Background: an optimization exercise with open tools, aiming at small area. Do not read the settings as production practice.
In this exercise RTL edits were held to simulation tests only and were not proved equivalent to the original.
Power figures rest on the tool's default switching activity, not on a simulated workload.

build 18:
## rbfc
module rbfc (
    input  logic        clk,
    input  logic        rst,
    input  logic        rx_valid,
    input  logic [7:0]  rx_data,
    input  logic        cmd_valid,
    input  logic [31:0] cmd_data,
    output logic        cmd_ready,
    output logic        rsp_valid,
    output logic [31:0] rsp_data,
    output logic        out_valid,
    output logic [7:0]  out_data,
    output logic        out_last,
    output logic        msg_avail,
    output logic [3:0]  led
);
    localparam logic [7:0] CR = 8'h0D;
    localparam logic [7:0] LF = 8'h0A;
    logic [63:0][7:0] ring;                
    logic [5:0]     head, tail;
    logic [6:0]     occ;
    logic [1:0]     mode;
    logic [15:0]    partial;
    logic [15:0]    exp_len;
    logic [7:0]     pending;
    logic [7:0]     last;
    logic           wait_init;
    logic [3:0]          pfx_valid;
    logic [3:0][4:0]     pfx_len;
    logic [63:0][7:0]    pfx;              
    logic           f_ovf, f_ill, f_psat;
    logic [2:0]     led_q;
    logic           ph_drain;
    logic           pd;                    
    logic [4:0]     pi;                    
    logic [4:0]     lim;                   
    logic [3:0]     pm;                    
    logic [3:0]     pdn;                   
    logic [3:0] op;
    logic       illegal;
    logic       fire;
    assign op   = cmd_data[3:0];
    assign cmd_ready = ~rst & ~ph_drain;
    assign fire = cmd_valid & ~ph_drain & ~illegal;
    always_comb begin
        case (op)
            4'h0: illegal = |cmd_data[31:4];
            4'h1: illegal = |cmd_data[31:5];
            4'h2: illegal = (|cmd_data[31:6]) | (cmd_data[5:4] == 2'd3);
            4'h3: illegal = (|cmd_data[15:6]) | (cmd_data[5:4] == 2'd3);
            4'h4: illegal = |cmd_data[15:4];
            4'h5: illegal = (|cmd_data[31:24]) | (|cmd_data[15:12]) | (|cmd_data[7:6]);
            4'h6: illegal = (|cmd_data[31:13]) | cmd_data[7]
                            | (cmd_data[12] & (|cmd_data[11:8]));
            4'h7: illegal = (|cmd_data[31:7]);
            4'h8: illegal = |cmd_data[31:7];
            default: illegal = 1'b1;
        endcase
    end
  ...
==> flow/config.mk <==
export PLATFORM = sky130hd
export DESIGN_NAME = rbfc
export DESIGN_NICKNAME = rbfc
export VERILOG_FILES = /design/flow/design.v
export SDC_FILE = /design/flow/constraint.sdc
export NUM_CORES = 4
export LEC_CHECK = 0
export CAP_MARGIN = 10
export CORE_MARGIN = 2
export CORE_UTILIZATION = 70
export GPL_TIMING_DRIVEN = 0
export SLEW_MARGIN = 10
export SYNTH_HIERARCHICAL = 1
==> flow/constraint.sdc <==
create_clock -name core_clock -period 12.0 [get_ports {clk}]
set_input_delay 2.4000 -clock core_clock [delete_from_list [all_inputs] [get_ports {clk}]]
set_output_delay 2.4000 -clock core_clock [all_outputs]
set_load 0.01 [all_outputs]
standard.sh (not shown) runs the stock make flow with config.mk's settings and CLKGATE_MAP_FILE= SYNTH_SCRIPT=/design/flow/synth_recipe.tcl, a recipe that flattens the netlist after the stock synthesis.
==> flow/flow/run.sh <==
#!/bin/bash
set -euo pipefail
cd "$(dirname "$0")/.."
bash standard.sh \
  "CTS_ARGS=-sink_clustering_enable -repair_clock_nets -dont_use_dummy_load -buf_list sky130_fd_sc_hd__buf_12 -sink_clustering_size 30 -sink_clustering_max_diameter 60" \
  "BUFFER_PORTS_ARGS=-buffer_cell sky130_fd_sc_hd__buf_1" \
  finish > standard.log 2>&1
#### Input delta (build 88 over build 18)
Settings: CORE_UTILIZATION now 75, was 70.
-- flow/flow/run.sh --
<<< build 18, line 5
>>> build 88, line 5
  REMOVE_ABC_BUFFERS=1 \
--- outcome ---
As far as source-to-sink clock delay at the later pin of the worst-skew pair is concerned, build 18 and build 88 perform about the same. Hold slack delta (build 88 − build 18): favourable. Compared with build 18, build 88 shows synthesis-to-finish area growth lower by 0.88 points.
Setup changes, build 88 to build 73
Settings: CORE_UTILIZATION: 75 -> 70.
==> flow/flow/run.sh <==
#!/bin/bash
set -euo pipefail
cd "$(dirname "$0")/.."
bash standard.sh \
  "CTS_ARGS=-sink_clustering_enable -repair_clock_nets -dont_use_dummy_load -buf_list sky130_fd_sc_hd__clkbuf_16 -sink_clustering_size 30 -sink_clustering_max_diameter 60" \
  "BUFFER_PORTS_ARGS=-buffer_cell sky130_fd_sc_hd__buf_1" \
  finish > standard.log 2>&1
[summary]
Timing, DRC, antenna: 0 failures across build 88 and build 73
Build 73 ended up with a lower core utilization than build 88 did.
On sequential power, build 88 and build 73 are basically level.
Upper clock frequency limit delta (build 73 − build 88): unfavourable
Across both runs, overall power after layout was higher for build 73 than for build 88.
Re clock skew: build 88 was higher than build 73.
Input changes introduced in build 90 (baseline for comparison: build 73):
Settings: CORE_UTILIZATION: 70 -> 75.
==> flow/flow/run.sh <==
#!/bin/bash
set -euo pipefail
cd "$(dirname "$0")/.."
bash standard.sh \
  "CTS_ARGS=-sink_clustering_enable -repair_clock_nets -dont_use_dummy_load -buf_list sky130_fd_sc_hd__buf_12 -sink_clustering_size 30 -sink_clustering_max_diameter 60" \
  "BUFFER_PORTS_ARGS=-buffer_cell sky130_fd_sc_hd__buf_1" \
  finish > standard.log 2>&1
==> run notes <==
Diff build 73 -> build 90: simple logic cell fraction of the synthesized area now sits at about the same level, total met2 wirelength after detailed routing now sits lower, non-clock buffer count now sits at about the same level, share of the cycle needed by the critical path after routing now sits lower, placed instance area now sits lower. Detailed-route via count (build 90 over build 73): increase, 0.74%. Switching power of build 90 is on par with build 73. Build 90 against build 73: overall power after layout shows a reduction of about 2%, CTS buffer count shows a reduction of 3.
Modified inputs, build 81 compared to build 90
==> flow/flow/run.sh <==
#!/bin/bash
set -euo pipefail
cd "$(dirname "$0")/.."
bash standard.sh \
  REMOVE_ABC_BUFFERS=1 \
  "CTS_ARGS=-sink_clustering_enable -repair_clock_nets -dont_use_dummy_load -buf_list sky130_fd_sc_hd__buf_12 -sink_clustering_size 26 -sink_clustering_max_diameter 60" \
  "BUFFER_PORTS_ARGS=-buffer_cell sky130_fd_sc_hd__buf_1" \
  finish > standard.log 2>&1
Results
- Diff build 90 -> build 81: sequential share of layout area rose by 0.27 points; mean instance size in the synthesized netlist flat.
- | worst setup slack | build 81 vs build 90 | 9.5 ps lower |
- Compared with build 90, count of port buffers added during placement in build 81 increased by a little under 10%.
- Summary of build 81 over build 90: total clock buffers created by CTS has increased, share of the clock period used by the worst path after layout closely matched the old numbers.
- Build 81 finished all stages; the layout is clean.
- On build 81: routed wire length is 2100 um lower than what build 90 gave.

[afterwards: timing with drivers on the ports]
No port has a modelled driver above. Below, the same layouts with a new extraction and two added sets of constraints.
Step 1 assumes that a clkbuf_16 drives the clock port and a buf_2 every other input.
Step 2, shift: input delay + t, output delay - t, t = (earliest + latest rising clock arrival at the registers) / 2. This alone moves slack from input paths to output paths.
a / b / c = no drivers / after step 1 / after step 2; a / b = the first two.
| run | t, ns | setup slack, ns | slew at the worst register clock pin (ns) | worst data-port slew with drivers (ns) |
|---|---|---|---|---|
| build 18 | 0.654 | 0.481 / 0.521 / -0.134 | 0.11 / 0.11 | 0.04 |
| build 88 | 0.647 | 0.532 / 0.561 / -0.086 | 0.11 / 0.11 | 0.04 |
| build 73 | 0.706 | 0.460 / 0.493 / -0.213 | 0.11 / 0.11 | 0.05 |
| build 90 | 0.662 | 0.530 / 0.575 / -0.087 | 0.12 / 0.12 | 0.04 |
| build 81 | 0.655 | 0.520 / 0.551 / -0.104 | 0.11 / 0.11 | 0.05 |
With both steps, setup timing fails in every run listed, where it was met with ideal ports. The setup slack of build 73, which loses most, moves by +0.033 ns with the drivers and by -0.673 ns with both steps.
